This is an optimization exercise on Yosys and OpenROAD, whose aim is small area, a short achievable clock period and few clock cycles per item, not a production implementation. In this exercise RTL edits were held to simulation tests only and were not proved equivalent to the original.

==> quartz: inputs <==
## elephant_diffuser
module elephant_diffuser (
    input  wire         clk,
    input  wire         rst,
    input  wire         cmd_valid,
    output wire         cmd_ready,
    input  wire         cmd_inv,
    input  wire [2:0]   cmd_nblk,
    input  wire [255:0] cmd_tweak,
    input  wire         in_valid,
    output wire         in_ready,
    input  wire [31:0]  in_data,
    output wire         out_valid,
    input  wire         out_ready,
    output wire [31:0]  out_data
);
Settings: LEC_CHECK=0, ABC_CLOCK_PERIOD_IN_PS=10000, CAP_MARGIN=20, CORE_MARGIN=2, CORE_UTILIZATION=30, SETUP_SLACK_MARGIN=1.0, SLEW_MARGIN=20; clock period 14.0 ns.
run.sh (not shown) runs the stock make flow with config.mk's settings and CLKGATE_MAP_FILE= SYNTH_SCRIPT=/design/flow/synth_recipe.tcl, a recipe that flattens the netlist after the stock synthesis.
==> inputs of onyx, as changes to quartz <==
--- a/flow/design.v
+++ b/flow/design.v
@@ -40,45 +40,44 @@
     wire        t_ok  = (tdiff[1:0] == 2'b00);
     wire [31:0] salt  = (tdiff[2] ? tw[4] : tw[0]) ^ {27'd0, k};
     wire c_fw  = s_comp & ~inv;
     wire c_iv  = s_comp & inv;
     wire big   = ~l4;
-    wire sa    = ~sb;
-    wire ln    = la[1];
-    wire l48   = l4 | l8;
     function [31:0] rotl;
         input [31:0] x;
         input integer r;
         rotl = (x << r) | (x >> (32 - r));
     endfunction
-    wire [31:0] tgt_o  = l4 ? p[2] : p[5];
-    wire [31:0] near_o = ({32{big & sb}} & p[3]) | ({32{big & sa}} & p[7]) | ({32{l4}} & p[0]);
-    wire [31:0] far_o  = ({32{big & sb & ~ln}}      & rotl(p[0], 10))
-                       | ({32{big & sb &  ln}}      & rotl(p[0], 25))
-                       | ({32{big & sa & ~l8}}      & p[10])
-                       | ({32{sa & l8}}             & p[2])
-                       | ({32{l4 & sb & ~ln}}       & rotl(p[1], 10))
-                       | ({32{l4 & sb &  ln}}       & rotl(p[1], 25))
-                       | ({32{l4 & sa}}             & p[3]);
-    wire [31:0] tgt_e  = l4 ? p[2] : p[6];
-    wire [31:0] near_e = ({32{big & sb}} & p[4]) | ({32{big & sa & ~l8}} & p[8])
-                       | ({32{l4 | (sa & l8)}} & p[0]);
-    wire [31:0] far_e  = ({32{sb}}                & p[1])
-                       | ({32{sa & ~l48 & ~ln}}   & rotl(p[11], 9))
-                       | ({32{sa & ~l48 &  ln}}   & rotl(p[11], 13))
-                       | ({32{sa &  l48 & ~ln}}   & rotl(p[3], 9))
-                       | ({32{sa &  l48 &  ln}}   & rotl(p[3], 13));
-    wire [31:0] d_o = near_o ^ far_o ^ {32{~inv}};
-    wire [31:0] d_e = near_e ^ far_e ^ {32{~inv}};
-    wire [32:0] s_o = {tgt_o, 1'b1} + {d_o, ~inv};
-    wire [32:0] s_e = {tgt_e, 1'b1} + {d_e, ~inv};
+    reg so_t2, so_t5, so_n3, so_n7, so_n0;
+    reg so_f0a, so_f0b, so_f10, so_f2, so_f1a, so_f1b, so_f3;
+    reg se_t2, se_t6, se_n4, se_n8, se_n0;
+    reg se_f1, se_f11a, se_f11b, se_f3a, se_f3b;
+    reg ninv_o, ninv_e;
+    wire [31:0] tgt_o  = ({32{so_t2}} & p[2]) | ({32{so_t5}} & p[5]);
+    wire [31:0] near_o = ({32{so_n3}} & p[3]) | ({32{so_n7}} & p[7]) | ({32{so_n0}} & p[0]);
+    wire [31:0] far_o  = ({32{so_f0a}} & rotl(p[0], 10))
+                       | ({32{so_f0b}} & rotl(p[0], 25))
+                       | ({32{so_f10}} & p[10])
+                       | ({32{so_f2}}  & p[2])
+                       | ({32{so_f1a}} & rotl(p[1], 10))
+                       | ({32{so_f1b}} & rotl(p[1], 25))
+                       | ({32{so_f3}}  & p[3]);
+    wire [31:0] tgt_e  = ({32{se_t2}} & p[2]) | ({32{se_t6}} & p[6]);
+    wire [31:0] near_e = ({32{se_n4}} & p[4]) | ({32{se_n8}} & p[8]) | ({32{se_n0}} & p[0]);
+    wire [31:0] far_e  = ({32{se_f1}}   & p[1])
+                       | ({32{se_f11a}} & rotl(p[11], 9))
+                       | ({32{se_f11b}} & rotl(p[11], 13))
+                       | ({32{se_f3a}}  & rotl(p[3], 9))
+                       | ({32{se_f3b}}  & rotl(p[3], 13));
+    wire [31:0] d_o = near_o ^ far_o ^ {32{ninv_o}};
+    wire [31:0] d_e = near_e ^ far_e ^ {32{ninv_e}};
+    wire [32:0] s_o = {tgt_o, 1'b1} + {d_o, ninv_o};
+    wire [32:0] s_e = {tgt_e, 1'b1} + {d_e, ninv_e};
     wire [31:0] res_o = s_o[32:1];
     wire [31:0] res_e = s_e[32:1];
-    wire mD2 = c_fw & big;
-    wire mU2 = c_iv & big;
-    wire mD1 = c_fw & l4;
-    wire mU1 = ~(mD2 | mU2 | mD1);
+    reg  mD2, mU2, mD1, mU1;
+    reg  [6:0] wD2, nD2;           
     wire r4i = c_iv & l4;                  
     wire r4o = la[0];                      
     wire ins_f  = xfer & ~inv & big;       
     wire ins_i  = xfer &  inv & big;
     wire ins_f4 = xfer & ~inv & l4;
@@ -120,23 +119,23 @@
         for (j = 9; j < 32; j = j + 1) begin
             if (j >= 30)
                 pn[j] = ({32{mU1}} & p[j-1]) | ({32{mU2}} & p[j-2]) | ({32{mD2}} & p[j-30]);
             else if ((j % 4) >= 2)
                 pn[j] = ({32{mU1}} & p[j-1]) | ({32{mU2}} & p[j-2])
-                      | ({32{mD2 & ~th[(j+2)/4-1]}} & p[j+2])
-                      | ({32{mD2 &  th[(j+2)/4-1]}} & p[j%2]);
+                      | ({32{nD2[(j+2)/4-1]}} & p[j+2])
+                      | ({32{wD2[(j+2)/4-1]}} & p[j%2]);
             else
                 pn[j] = ({32{mU1}} & p[j-1]) | ({32{mU2}} & p[j-2]) | ({32{mD2}} & p[j+2]);
         end
     end
     always @(posedge clk) begin
         for (j = 0; j < 32; j = j + 1)
             p[j] <= pn[j];
     end
     always @(posedge clk) begin
         for (j = 0; j < 8; j = j + 1)
-            tw[j] <= acc ? cmd_tweak[32*j +: 32] : tw[(j + 1) % 8];
+            tw[j] <= cmd_rdy_r ? cmd_tweak[32*j +: 32] : tw[(j + 1) % 8];
     end
     reg [31:0] otap;
     always @* begin
         case ({l4, inv})
         2'b00: otap = p[4];
@@ -212,14 +211,65 @@
                 s_out     <= 1'b0;
                 s_idle    <= 1'b1;
                 cmd_rdy_r <= 1'b1;
             end
         end
+        begin : moves
+            reg nc;
+            nc = (s_comp & ~(c_end & ~first)) | (s_load & xfer & (k == last));
+            mD2 <= nc & ~inv & ~l4;
+            mU2 <= nc &  inv & ~l4;
+            mD1 <= nc & ~inv &  l4;
+            mU1 <= ~(nc & ~(inv & l4));
+            for (j = 0; j < 7; j = j + 1) begin
+                wD2[j] <= nc & ~inv & ~l4 &  th[j];
+                nD2[j] <= nc & ~inv & ~l4 & ~th[j];
+            end
+        end
+        begin : selects
+            reg       nsb, nln;
+            reg [1:0] nla;
+            nsb = sb;
+            nla = la;
+            if (s_load & xfer & (k == last)) begin
+                nsb = ~inv;
+                nla = inv ? {1'b0, ~l4} : 2'd3;
+            end
+            if (s_comp) begin
+                nla = l4 ? (inv ? la + 2'd1 : la - 2'd1) : la + 2'd2;
+                if (c_end) nsb = ~sb;
+            end
+            nln = nla[1];
+            so_t2  <= l4;
+            so_t5  <= ~l4;
+            so_n3  <= ~l4 & nsb;
+            so_n7  <= ~l4 & ~nsb;
+            so_n0  <= l4;
+            so_f0a <= ~l4 & nsb & ~nln;
+            so_f0b <= ~l4 & nsb & nln;
+            so_f10 <= ~l4 & ~nsb & ~l8;
+            so_f2  <= ~nsb & l8;
+            so_f1a <= l4 & nsb & ~nln;
+            so_f1b <= l4 & nsb & nln;
+            so_f3  <= l4 & ~nsb;
+            se_t2  <= l4;
+            se_t6  <= ~l4;
+            se_n4  <= ~l4 & nsb;
+            se_n8  <= ~l4 & ~nsb & ~l8;
+            se_n0  <= l4 | (~nsb & l8);
+            se_f1  <= nsb;
+            se_f11a <= ~nsb & ~l4 & ~l8 & ~nln;
+            se_f11b <= ~nsb & ~l4 & ~l8 & nln;
+            se_f3a <= ~nsb & (l4 | l8) & ~nln;
+            se_f3b <= ~nsb & (l4 | l8) & nln;
+            ninv_o <= ~inv;
+            ninv_e <= ~inv;
+        end
         k  <= nx_k;
         m  <= nx_m;
         tp <= nx_tp;
-        if (s_idle & acc) begin
+        if (s_idle) begin
             inv <= cmd_inv;
             nb  <= cmd_nblk;
             l4  <= (cmd_nblk == 3'd0);
             l8  <= (cmd_nblk == 3'd1);
             for (j = 0; j < 7; j = j + 1)
Settings changed: ABC_AREA set to 1, CORE_UTILIZATION 30 to 55.
==> metrics.md <==
| Metric | Value |
|---|---|
| Status | timing/DRC/antenna clean |
| Std-Cell Rows | 128 |
| Peak VDD IR | 159 µV |
| Hpwl dp | 222000 µm |
| CP startpoint | in_valid |
| Synth-to-Final Area Change | 12.9% |
| Sequential cells | between 1000 and 1500 |
| DP Area | between 0.07 and 0.08 mm² |
| Pre-CTS WS | 7.83 ns |
| Vias in the first global route | 69200 |
| Number of vias per cell | 6.90 |
| Final setup margin | 8.74 ns |
| ANT cells | 17 |
# the run above: onyx

==> metrics.md <==
| Metric | Value |
|---|---|
| Sequential cells | 1353 |
| CP startpoint | l4 |
| DP Area | 0.0783 mm² |
| Final setup margin | just under 7 ns |
| Status | timing/DRC/antenna clean |
| Number of vias per cell | 5.70 |
| Synth-to-Final Area Change | 15.1% |
| ANT cells | 6 |
# the run above: quartz

Testbench counts of quartz, summed over its fixed seeds: cycles 44,232, units 384.
Testbench counts of onyx, summed over its fixed seeds: cycles 44,232, units 384.

## port drivers added, routing unchanged
The flow's constraints put no driver on any port. The routed layouts listed below were extracted and timed again, unchanged, in two steps.
Step 1: set_driving_cell puts a clkbuf_16 on clk and a buf_2 on each other input, an assumption about the parent block.
Step 2, shift: input delay + t, output delay - t, t = (earliest + latest rising clock arrival at the registers) / 2. This alone moves slack from input paths to output paths.
Slacks: ideal ports / drivers / drivers and shift; pairs: ideal ports / drivers.
| run | shift t [ns] | setup slack, ns | worst data-port slew with drivers (ns) | pins driven straight from the clock port |
|---|---|---|---|---|
| quartz | 0.901 | 6.873 / 6.873 / 6.873 | 0.12 | 1 |
| onyx | 0.912 | 8.736 / 8.789 / 7.877 | 0.11 | 1 |
After both steps every run listed still meets setup and hold. For onyx, which loses most, drivers alone change the setup slack by +0.053 ns; drivers and shift together by -0.859 ns.
